What follows belongs to an exercise in optimizing a design on an open flow for small area, a short achievable clock period and few clock cycles per item; a production flow would make more cautious choices.
Only simulation tests tie the RTL to the original design; equivalence was not proved.
Power is estimated from default activity; no workload was simulated.

`flow/config.mk`:
```
export PLATFORM = sky130hd
export DESIGN_NAME = bc5_block_decoder
export DESIGN_NICKNAME = bc5_block_decoder
export VERILOG_FILES = /design/flow/design.v
export SDC_FILE = /design/flow/constraint.sdc
export NUM_CORES = 4
export LEC_CHECK = 0
export CAP_MARGIN = 20
export CORE_MARGIN = 2
export CORE_UTILIZATION = 40
export SLEW_MARGIN = 20
```
`flow/design.v`:
```
module bc5_block_decoder (
    input  wire         clk,
    input  wire         rst,
    input  wire         in_valid,
    output wire         in_ready,
    input  wire [63:0]  in_red,
    input  wire [63:0]  in_green,
    input  wire         in_normal,
    output wire         out_valid,
    input  wire         out_ready,
    output wire [383:0] out_rgb
);
    localparam [31:0] F_ZERO = 32'h0000_0000;
    localparam [31:0] F_ONE  = 32'h3F80_0000;
    localparam [31:0] F_TWO  = 32'h4000_0000;
    localparam [31:0] F_255  = 32'h437F_0000;
    function [31:0] u8_to_f;
        input [7:0] x;
        integer k;
        reg [7:0] e;
        reg [22:0] frac;
        begin
            u8_to_f = F_ZERO;
            if (x != 8'd0) begin
                e = 8'd0;
                for (k = 0; k < 8; k = k + 1)
                    if (x[k]) e = k[7:0];
                frac = ({15'd0, x} << (23 - e));
                u8_to_f = {1'b0, 8'd127 + e, frac};
            end
        end
    endfunction
    function [31:0] f_mul;
        input [31:0] a;
        input [31:0] b;
        reg [47:0] p;
        reg [23:0] sig;
        reg        g, st;
        reg [9:0]  e;
        reg [24:0] r;
        begin
            if (a[30:23] == 8'd0 || b[30:23] == 8'd0) begin
                f_mul = F_ZERO;
            end else begin
                p = {1'b1, a[22:0]} * {1'b1, b[22:0]};
                e = {2'b00, a[30:23]} + {2'b00, b[30:23]} - 10'd127;
                if (p[47]) begin
                    sig = p[47:24];
                    g   = p[23];
                    st  = |p[22:0];
                    e   = e + 10'd1;
                end else begin
                    sig = p[46:23];
                    g   = p[22];
                    st  = |p[21:0];
                end
                r = {1'b0, sig} + {24'd0, (g & (st | sig[0]))};
                if (r[24]) begin
                    e = e + 10'd1;
                    r = r >> 1;
                end
                f_mul = {a[31] ^ b[31], e[7:0], r[22:0]};
            end
        end
    endfunction
    function [31:0] f_add;
        input [31:0] a;
        input [31:0] b;
        reg [31:0] hi_op, lo_op;
        reg [7:0]  d;
        reg [73:0] sh;
        reg [51:0] ma, mb, s;
        reg        lost;
        reg [5:0]  lz;
        integer    k;
        reg [23:0] sig;
        reg        g, st;
        reg [9:0]  e;
        reg [24:0] r;
        begin
            if (a[30:23] == 8'd0) begin
                f_add = (b[30:23] == 8'd0) ? F_ZERO : b;
            end else if (b[30:23] == 8'd0) begin
                f_add = a;
            end else begin
                if (a[30:0] >= b[30:0]) begin
                    hi_op = a; lo_op = b;
                end else begin
                    hi_op = b; lo_op = a;
                end
                d = hi_op[30:23] - lo_op[30:23];
                if (d > 8'd50) begin
                    sh   = 74'd0;
                    lost = 1'b1;
                end else begin
                    sh   = {1'b1, lo_op[22:0], 50'd0} >> d;
                    lost = |sh[23:0];
                end
                ma = {1'b0, 1'b1, hi_op[22:0], 26'd0, 1'b0};
                mb = {1'b0, sh[73:24], lost};
                if (hi_op[31] == lo_op[31]) s = ma + mb;
                else                        s = ma - mb;
                e = {2'b00, hi_op[30:23]};
                if (s == 52'd0) begin
                    f_add = F_ZERO;
                end else begin
                    if (s[51]) begin
                        sig = s[51:28];
                        g   = s[27];
                        st  = |s[26:0];
                        e   = e + 10'd1;
                    end else begin
                        lz = 6'd0;
                        for (k = 0; k < 51; k = k + 1)
                            if (s[k]) lz = 6'd50 - k[5:0];
                        s   = s << lz;
                        e   = e - {4'd0, lz};
                        sig = s[50:27];
                        g   = s[26];
                        st  = |s[25:0];
                    end
                    r = {1'b0, sig} + {24'd0, (g & (st | sig[0]))};
                    if (r[24]) begin
                        e = e + 10'd1;
                        r = r >> 1;
                    end
                    f_add = {hi_op[31], e[7:0], r[22:0]};
                end
            end
        end
    endfunction
    function [7:0] f_floor8;
        input [31:0] a;
        reg [23:0] m;
        begin
            if (a[30:23] < 8'd127) begin
                f_floor8 = 8'd0;
            end else begin
                m = {1'b1, a[22:0]} >> (8'd150 - a[30:23]);
                f_floor8 = m[7:0];
            end
        end
    endfunction
    localparam [4:0] S_IDLE   = 5'd0,
                     S_DIV_R0 = 5'd1,
                     S_DIV_R1 = 5'd2,
                     S_M0     = 5'd3,
                     S_M1     = 5'd4,
                     S_ADD    = 5'd5,
                     S_DIV_V  = 5'd6,
                     S_STORE  = 5'd7,
                     S_T_LOAD = 5'd8,
                     S_T_QR   = 5'd9,
                     S_T_QG   = 5'd10,
                     S_T_X2   = 5'd11,
                     S_T_NX   = 5'd12,
                     S_T_Y2   = 5'd13,
                     S_T_NY   = 5'd14,
                     S_T_XX   = 5'd15,
                     S_T_YY   = 5'd16,
                     S_T_T    = 5'd17,
                     S_T_RAD  = 5'd18,
                     S_T_SQRT = 5'd19,
                     S_T_Z1   = 5'd20,
                     S_T_DIV2 = 5'd21,
                     S_T_QB   = 5'd22,
                     S_T_NEXT = 5'd23,
                     S_OUT    = 5'd24;
    reg [4:0]  state;
    reg        chan;           
    reg [2:0]  code;           
    reg [3:0]  tex;            
    reg [63:0] blk_r, blk_g;
    reg        normal;
    reg [31:0] pal_r [0:7];    
    reg [31:0] pal_g [0:7];    
    reg [31:0] r0, r1, m0, m1, v;
    reg [31:0] c0, c1, tmp, nx, ny, xx, yy, t, rad, z;
    reg [7:0]  pix_r [0:15];
    reg [7:0]  pix_g [0:15];
    reg [7:0]  pix_b [0:15];
    wire [63:0] blk  = chan ? blk_g : blk_r;
    wire [7:0]  ref0 = blk[7:0];
    wire [7:0]  ref1 = blk[15:8];
    wire        six  = (ref0 > ref1);
    wire [2:0]  step  = code - 3'd1;
    wire [2:0]  w0    = six ? (3'd7 - step) : (3'd5 - step);
    wire [31:0] w0_f  = u8_to_f({5'd0, w0});
    wire [31:0] w1_f  = u8_to_f({5'd0, step});
    wire [31:0] den_f = six ? 32'h40E0_0000 : 32'h40A0_0000;    
    wire [2:0]  code_r = blk_r[16 + 3*tex +: 3];
    wire [2:0]  code_g = blk_g[16 + 3*tex +: 3];
    reg [31:0] mul_a, mul_b;
    always @(*) begin
        case (state)
            S_M0:    begin mul_a = r0;  mul_b = w0_f;  end
            S_M1:    begin mul_a = r1;  mul_b = w1_f;  end
            S_T_QR:  begin mul_a = c0;  mul_b = F_255; end
            S_T_QG:  begin mul_a = c1;  mul_b = F_255; end
            S_T_X2:  begin mul_a = F_TWO; mul_b = c0;  end
            S_T_Y2:  begin mul_a = F_TWO; mul_b = c1;  end
            S_T_XX:  begin mul_a = nx;  mul_b = nx;    end
            S_T_YY:  begin mul_a = ny;  mul_b = ny;    end
            default: begin mul_a = v;   mul_b = F_255; end
        endcase
    end
    wire [31:0] mul_y = f_mul(mul_a, mul_b);
    wire [7:0]  quant = f_floor8(mul_y);
    reg [31:0] add_a, add_b;
    always @(*) begin
        case (state)
            S_T_NX:  begin add_a = tmp;   add_b = {1'b1, F_ONE[30:0]}; end
            S_T_NY:  begin add_a = tmp;   add_b = {1'b1, F_ONE[30:0]}; end
            S_T_T:   begin add_a = F_ONE; add_b = {~xx[31], xx[30:0]}; end
            S_T_RAD: begin add_a = t;     add_b = {~yy[31], yy[30:0]}; end
            S_T_Z1:  begin add_a = z;     add_b = F_ONE; end
            default: begin add_a = m0;    add_b = m1; end
        endcase
    end
    wire [31:0] add_y = f_add(add_a, add_b);
    reg         div_start;
    reg  [31:0] div_a, div_b;
    reg  [25:0] div_rem;
    reg  [26:0] div_q;
    reg  [23:0] div_mb;
    reg  [9:0]  div_e;
    reg         div_zero;
    reg  [4:0]  div_cnt;
    reg         div_busy;
    wire        div_done = div_busy && (div_cnt == 5'd27);
    always @(*) begin
        div_start = 1'b0;
        div_a     = F_ZERO;
        div_b     = F_255;
        case (state)
            S_DIV_R0: begin div_start = !div_busy; div_a = u8_to_f(ref0); end
            S_DIV_R1: begin div_start = !div_busy; div_a = u8_to_f(ref1); end
            S_ADD:    begin div_start = 1'b1; div_a = add_y; div_b = den_f; end
            S_T_Z1:   begin div_start = 1'b1; div_a = add_y; div_b = F_TWO; end
            default:  ;
        endcase
    end
    wire [25:0] div_trial = div_rem - {2'b00, div_mb};
    wire        div_bit   = (div_rem >= {2'b00, div_mb});
    always @(posedge clk) begin
        if (rst) begin
            div_busy <= 1'b0;
            div_cnt  <= 5'd0;
        end else if (div_start) begin
            div_busy <= 1'b1;
            div_cnt  <= 5'd0;
            div_rem  <= {2'b00, 1'b1, div_a[22:0]};
            div_mb   <= {1'b1, div_b[22:0]};
            div_q    <= 27'd0;
            div_e    <= {2'b00, div_a[30:23]} - {2'b00, div_b[30:23]} + 10'd127;
            div_zero <= (div_a[30:23] == 8'd0);
        end else if (div_busy && !div_done) begin
            div_q   <= {div_q[25:0], div_bit};
            div_rem <= (div_bit ? div_trial : div_rem) << 1;
            div_cnt <= div_cnt + 5'd1;
        end else if (div_done) begin
            div_busy <= 1'b0;
        end
    end
    reg [31:0] div_y;
    reg [23:0] dq_sig;
    reg        dq_g, dq_st;
    reg [9:0]  dq_e;
    reg [24:0] dq_r;
    always @(*) begin
        dq_e = div_e;
        if (div_q[26]) begin
            dq_sig = div_q[26:3];
            dq_g   = div_q[2];
            dq_st  = (|div_q[1:0]) | (div_rem != 26'd0);
        end else begin
            dq_sig = div_q[25:2];
            dq_g   = div_q[1];
            dq_st  = div_q[0] | (div_rem != 26'd0);
            dq_e   = div_e - 10'd1;
        end
        dq_r = {1'b0, dq_sig} + {24'd0, (dq_g & (dq_st | dq_sig[0]))};
        if (dq_r[24]) begin
            dq_e = dq_e + 10'd1;
            dq_r = dq_r >> 1;
        end
        div_y = div_zero ? F_ZERO : {1'b0, dq_e[7:0], dq_r[22:0]};
    end
    wire        sq_start = (state == S_T_RAD);
    reg  [51:0] sq_x;          
    reg  [27:0] sq_rem;        
    reg  [25:0] sq_root;
    reg  [9:0]  sq_e;
    reg         sq_zero;
    reg  [4:0]  sq_cnt;
    reg         sq_busy;
    wire        sq_done = sq_busy && (sq_cnt == 5'd26);
    wire [29:0] sq_acc   = {sq_rem, sq_x[51:50]};
    wire [29:0] sq_trial = {2'b00, sq_root, 2'b01};
    wire        sq_bit   = (sq_acc >= sq_trial);
    always @(posedge clk) begin
        if (rst) begin
            sq_busy <= 1'b0;
            sq_cnt  <= 5'd0;
        end else if (sq_start) begin
            sq_busy <= 1'b1;
            sq_cnt  <= 5'd0;
            sq_rem  <= 28'd0;
            sq_root <= 26'd0;
            sq_zero <= add_y[31] || (add_y[30:23] == 8'd0);
            if (add_y[23]) begin
                sq_x <= {1'b0, 1'b1, add_y[22:0], 27'd0};
                sq_e <= ({2'b00, add_y[30:23]} + 10'd127) >> 1;
            end else begin
                sq_x <= {1'b1, add_y[22:0], 28'd0};
                sq_e <= ({2'b00, add_y[30:23]} + 10'd126) >> 1;
            end
        end else if (sq_busy && !sq_done) begin
            sq_rem  <= sq_bit ? sq_acc[27:0] - sq_trial[27:0] : sq_acc[27:0];
            sq_root <= {sq_root[24:0], sq_bit};
            sq_x    <= sq_x << 2;
            sq_cnt  <= sq_cnt + 5'd1;
        end else if (sq_done) begin
            sq_busy <= 1'b0;
        end
    end
    reg [31:0] sq_y;
    reg        sq_g, sq_st;
    reg [24:0] sq_r;
    reg [9:0]  sq_ee;
    always @(*) begin
        sq_g  = sq_root[1];
        sq_st = sq_root[0] | (sq_rem != 28'd0);
        sq_r  = {1'b0, sq_root[25:2]} + {24'd0, (sq_g & (sq_st | sq_root[2]))};
        sq_ee = sq_e;
        if (sq_r[24]) begin
            sq_ee = sq_e + 10'd1;
            sq_r  = sq_r >> 1;
        end
        sq_y = sq_zero ? F_ZERO : {1'b0, sq_ee[7:0], sq_r[22:0]};
    end
    integer i;
    always @(posedge clk) begin
        if (rst) begin
            state <= S_IDLE;
            chan  <= 1'b0;
            code  <= 3'd0;
            tex   <= 4'd0;
        end else begin
            case (state)
                S_IDLE: if (in_valid) begin
                    blk_r  <= in_red;
                    blk_g  <= in_green;
                    normal <= in_normal;
                    chan   <= 1'b0;
                    state  <= S_DIV_R0;
                end
                S_DIV_R0: if (div_done) begin
                    r0    <= div_y;
                    state <= S_DIV_R1;
                end
                S_DIV_R1: if (div_done) begin
                    r1    <= div_y;
                    code  <= 3'd2;
                    state <= S_M0;
                end
                S_M0: begin
                    if (!six && code == 3'd6) begin
                        v     <= F_ZERO;
                        state <= S_STORE;
                    end else if (!six && code == 3'd7) begin
                        v     <= F_ONE;
                        state <= S_STORE;
                    end else begin
                        m0    <= mul_y;
                        state <= S_M1;
                    end
                end
                S_M1: begin
                    m1    <= mul_y;
                    state <= S_ADD;
                end
                S_ADD: state <= S_DIV_V;
                S_DIV_V: if (div_done) begin
                    v     <= div_y;
                    state <= S_STORE;
                end
                S_STORE: begin
                    if (chan) begin
                        pal_g[code] <= v;
                        pal_g[0]    <= r0;
                        pal_g[1]    <= r1;
                    end else begin
                        pal_r[code] <= v;
                        pal_r[0]    <= r0;
                        pal_r[1]    <= r1;
                    end
                    if (code != 3'd7) begin
                        code  <= code + 3'd1;
                        state <= S_M0;
                    end else if (!chan) begin
                        chan  <= 1'b1;
                        state <= S_DIV_R0;
                    end else begin
                        tex   <= 4'd0;
                        state <= S_T_LOAD;
                    end
                end
                S_T_LOAD: begin
                    c0    <= pal_r[code_r];
                    c1    <= pal_g[code_g];
                    state <= S_T_QR;
                end
                S_T_QR: begin
                    pix_r[tex] <= quant;
                    state      <= S_T_QG;
                end
                S_T_QG: begin
                    pix_g[tex] <= quant;
                    if (normal) begin
                        state <= S_T_X2;
                    end else begin
                        pix_b[tex] <= 8'd0;
                        state      <= S_T_NEXT;
                    end
                end
                S_T_X2:  begin tmp <= mul_y; state <= S_T_NX; end
                S_T_NX:  begin nx  <= add_y; state <= S_T_Y2; end
                S_T_Y2:  begin tmp <= mul_y; state <= S_T_NY; end
                S_T_NY:  begin ny  <= add_y; state <= S_T_XX; end
                S_T_XX:  begin xx  <= mul_y; state <= S_T_YY; end
                S_T_YY:  begin yy  <= mul_y; state <= S_T_T;  end
                S_T_T:   begin t   <= add_y; state <= S_T_RAD; end
                S_T_RAD: begin rad <= add_y; state <= S_T_SQRT; end
                S_T_SQRT: if (sq_done) begin
                    z     <= sq_y;
                    state <= S_T_Z1;
                end
                S_T_Z1: state <= S_T_DIV2;
                S_T_DIV2: if (div_done) begin
                    v     <= div_y;       
                    state <= S_T_QB;
                end
                S_T_QB: begin
                    pix_b[tex] <= quant;
                    state      <= S_T_NEXT;
                end
                S_T_NEXT: begin
                    if (tex == 4'd15) begin
                        state <= S_OUT;
                    end else begin
                        tex   <= tex + 4'd1;
                        state <= S_T_LOAD;
                    end
                end
                S_OUT: if (out_ready) state <= S_IDLE;
                default: state <= S_IDLE;
            endcase
        end
    end
    assign in_ready  = (state == S_IDLE);
    assign out_valid = (state == S_OUT);
    genvar gi;
    generate
        for (gi = 0; gi < 16; gi = gi + 1) begin : g_texel
            assign out_rgb[24*gi +: 24] = {pix_b[gi], pix_g[gi], pix_r[gi]};
        end
    endgenerate
endmodule
```
`flow/run.sh`:
```
#!/bin/bash
# synth_recipe.tcl (not shown) runs the flow's synth.tcl, then flattens the netlist and writes it again
# the make line also repeats each setting of config.mk as NAME=value (left out here)
make -C /OpenROAD-flow-scripts/flow DESIGN_CONFIG=/design/flow/config.mk WORK_HOME=/design/flow/orfs CLKGATE_MAP_FILE= SYNTH_SCRIPT=/design/flow/synth_recipe.tcl finish
```
`flow/constraint.sdc`:
```
create_clock -name core_clock -period 16.0 [get_ports {clk}]
set_input_delay 3.2000 -clock core_clock [delete_from_list [all_inputs] [get_ports {clk}]]
set_output_delay 3.2000 -clock core_clock [all_outputs]
set_load 0.01 [all_outputs]
```
==> run summary <==
-- worst min path at each step --
stage              start  slack (ns)  depth (start not counted)   endpoint
3_3_place_gp    sq_x[42]        0.51                          2   sq_x[44]
5_1_grt         sq_x[40]        0.58                          1   sq_x[42]
6_report        sq_x[33]        0.55                          2   sq_x[35]
2_1_floorplan   sq_x[49]        0.49                          2   sq_x[51]
3_5_place_dp    sq_x[33]        0.52                          2   sq_x[35]
4_1_cts        sq_cnt[1]        0.54                          2  sq_cnt[1]
-- synthesized netlist by cell type, drive strengths merged, types with 26 or more instances --
master and instances:
a222oi 29, nor4 85, o221ai 31, a211o 28, mux2 108, a21o 97
o211ai 85, a21boi 26, mux4 195, a211oi 99, o22ai 49, nand2b 51
fa 487, a21oi 371, nor2b 36, and3 104, inv 816, a221o 50
o21ai 342, clkbuf 332, nor2 825, mux2i 163, nand4 104, edfxtp 1602
nand3 196, buf 194, o31ai 34, xor2 101, a22o 56, and2 90
o21bai 39, xnor2 161, or3 53, or2 34, ha 362, a22oi 91
a221oi 69, a32o 27, a31oi 58, a2111oi 31, o21a 34, nand2 1201
nor3 240
-- state kept, by name, indices dropped and copies added, names as in the netlist, 28 cells and up --
name,count
c0,31
pix_b,128
pal_r,248
sq_rem,28
blk_r,64
yy,32
z,31
ny,31
m0,32
t,32
nx,31
c1,31
pal_g,248
r0,31
blk_g,64
m1,32
v,31
pix_r,128
xx,32
r1,31
pix_g,128
tmp,32
-- through the flow --
| stage | TNS (ns) | util, % |
|---|---|---|
| finish | 0 | 47.88 |
| detailed placement | -0.6438 | 45.36 |
| CTS | -0.01506 | 47.57 |
| floorplan | 0 | - |
| global route | -0.1753 | 47.88 |
| global placement | -58.64 | 45.35 |
-- critical path, delay by kind of cell, from the launching register on --
family	cells	cell delay [ns]
compound gates	25	6.41
simple gates	19	3.56
buf+inv	15	2.82
fa+ha+maj	6	1.73
flops	1	0.33
mux	1	0.17
xor+xnor	1	0.10
-- final cells by class --
type                    count  share of cell area [%]
clock inverters           103                  0.9598
clock buffers             219                   3.586
multi-input cells        6587                   41.88
flip-flops and latches   1627                   38.64
diodes                      4                0.007957
repair buffers           1250                   8.948
well taps                3515                   3.496
inverters                 824                   2.477
-- repair_timing --
action | in CTS | in global routing
resized for setup | 10 | 104
gates cloned | 1 | 2
setup endpoints to repair | 3 | 457
pin swaps | 4 | 28
setup buffers | 5 | 27
-- metal layers --
| metal | global-route usage [%] | vias up | wire length [um] |
|---|---|---|---|
| li1 | - | 36800 | - |
| met1 | 40.83 | 43130 | 169400 |
| met2 | 47.00 | 4341 | 188500 |
| met3 | 4.768 | 659 | 34510 |
| met4 | 10.06 | 0 | 15020 |
| met5 | 0 | - | 0 |
-- power breakdown --
group	switching [mW]	internal (mW)	total [mW]
Sequential	0.0944	5.91	6.01
Combinational	11.1	5.46	16.6
Clock	1.76	2.27	4.03
-- cells by family (layout without fill, tap and decap cells) --
kind of cell / count (synthesis) / count (layout) / share of synthesized area, %
xor+xnor: 262 / 262 / 2.176
buf+inv: 1350 / 2396 / 5.182
fa+ha+maj: 849 / 849 / 13.49
flops: 1627 / 1627 / 45.93
mux: 466 / 466 / 6.845
simple gates: 3104 / 3106 / 13.37
other cells: 1 / 9 / 0.003544
compound gates: 1898 / 1899 / 13.00
-- placed cells by master (no fill, tap or decap), types with 86 or more instances in the layout --
cell type / n
nor2_1: 774
mux4_2: 191
edfxtp_1: 1602
a21oi_1: 361
mux2i_1: 156
a211oi_1: 88
nand3_1: 195
clkdlybuf4s50_1: 517
xnor2_1: 158
nor3_1: 219
o21ai_0: 282
a21o_1: 95
nand4_1: 104
and3_1: 100
a22oi_1: 86
fa_1: 487
inv_1: 797
buf_4: 682
nand2_1: 1194
ha_1: 360
mux2_2: 107
clkbuf_16: 173
xor2_1: 100
==> results by group <==
Clock tree
  – Sinks on Clock Net: 1627
  – Max clock buf depth: 3
  – CTS buffer count: 172
  – CTS Hold Bufs: 0
  – CTS root buf: clkbuf_16
  – Worst-skew pair later-pin latency: 0.85 ns
  – H-Tree Level Count: 4
  – CTS tree: yes
  – Clk pin slew, worst setup/hold paths: 0.06 ns

STA
  – Worst Tran Pin Value: 1.231 ns
  – Final Max Slew Viols: 0
  – Worst Clk Skew: 0.09205 ns
  – Tcrit/Tclk final: 96.53%
  – Final setup viols: 0
  – Final hold vios: 0
  – FMAX: 64.75 MHz
  – Setup slack after layout: 0.5551 ns
  – Min cycle time layout: 15.44 ns
  – Hold slack: 0.5456 ns
  – Slew HR: 17.08%

Synthesis
  – Syn Inst Count: 9557
  – Mapped cell area: 0.1058 mm2
  – Largest area contributor in the netlist: edfxtp_1
  – Synth top area share: 45.46%
  – Syn Area/Cell: 11.07 um2
  – EDFF count, synth: 1602
  – Largest cells by area after synthesis: edfxtp_1 (45%), fa_1 (9.2%), ha_1 (4.3%)
  – Ys async rst share: 0%
  – Unique cell type count in the Yosys netlist: 144
  – Register bit total from synthesis: 1627
  – Count of warnings emitted by yosys: 1
  – Post-synthesis sequential area ratio: 45.93%
  – Ys flop type: edfxtp_1

Setup path
  – Reg-to-reg endpoint: div_e[7]
  – Worst path most repeated cell: buf_4
  – Crit Path Class: reg2reg
  – Critical path capture point type: flip-flop
  – Crit path to: div_e[7]
  – Critical Path Max Stage Delay: 0.63 ns
  – Startpoint types: flip-flop
  – Critical Path Fanout Max: 44
  – CP arrival: 16.03 ns
  – Req. time, crit path: 16.59 ns
  – Reg2reg path depth: 67
  – Critical-path top delay cell: o21ai_0
  – RR Startpoint: state[1]
  – Worst setup path start: state[1]
  – Reg-to-reg slack, setup: 0.56 ns

Placed design
  – DP Area: 0.1192 mm2
  – Gp weighted congestion: 0.9707
  – Pre-CTS setup slack: -0.3291 ns
  – DP Cell Count: 13760
  – Final HPWL from detailed placement: 307100 um
  – IO Port Bufs: 518

Cells and area
  – Filler cell count: 23880
  – Design Area, Final: 0.1258 mm2
  – # nets final: 11440
  – Multi-input gate area: 0.05269 mm2
  – P&R area growth vs syn: 18.88%
  – Final Instance Count excl. Fillers: 14130
  – Share of cells above drive strength 1: 15.05%
  – Flip-flop and latch area: 0.04862 mm2

Global route
  – Initial antenna violation count: 11
  – Remaining global-route overflow: 0
  – Vias in the first global route: 83400
  – First-pass GRT wire length: 586100 um
  – Largest net degree at the start of global routing: 76
  – Overall Global Routing Usage: 29.49%

Floorplan
  – Initial core utilization: 40.27%
  – Ports: 519
  – Num rows: 188
  – Die area: 0.2687 mm2
  – Core Box Area: 0.2627 mm2
  – Die height: 518.3 um
  – DIE WIDTH: 518.3 um

Hold path
  – Worst Hold Class: reg2reg

Outcome
  – Status: timing/DRC/antenna clean

Power and ir drop
  – Power Dens Cells: 211.5 mW/mm2
  – Pwr Total: 26.60 mW
  – VDD IR max: 0.0006584 V
  – Static Leak: 47.46 nW

Route
  – Residual DRC: 0
  – Vias: 84930
  – Drt wl/cell: 28.84 um
  – Vias per cell: 6.011
  – Antenna-violating nets left: 0
  – Routed wire length: 407400 um
  – Iteration-0 DRC Markers: 9956
  – Number of detailed-route iterations in the first pass: 8

Run
  – Max Cap Viol: 0
Testbench counts, summed over its fixed seeds: cycles 689,440, items 480.

-- static timing again, ports no longer ideal --
Ports are ideal in the flow. The routed layout listed here was re-timed in OpenROAD.
Step 1 assumes that a clkbuf_16 drives the clock port and a buf_2 every other input.
Step 2 also shifts input and output timing later by t, the mid clock arrival at the registers, as if the neighbouring blocks saw the same clock.
Three values: no drivers, after step 1, after step 2; two values: the first two.
t, ns: 0.904
setup slack, ns: 0.555 / 0.555 / 0.555
worst register clock-pin slew, ns: 0.07 / 0.07
cell pins on the clock port's net: 1
After both steps setup and hold are still met in this run. For this run, drivers alone change the setup slack by 0.000 ns; drivers and shift together by 0.000 ns.
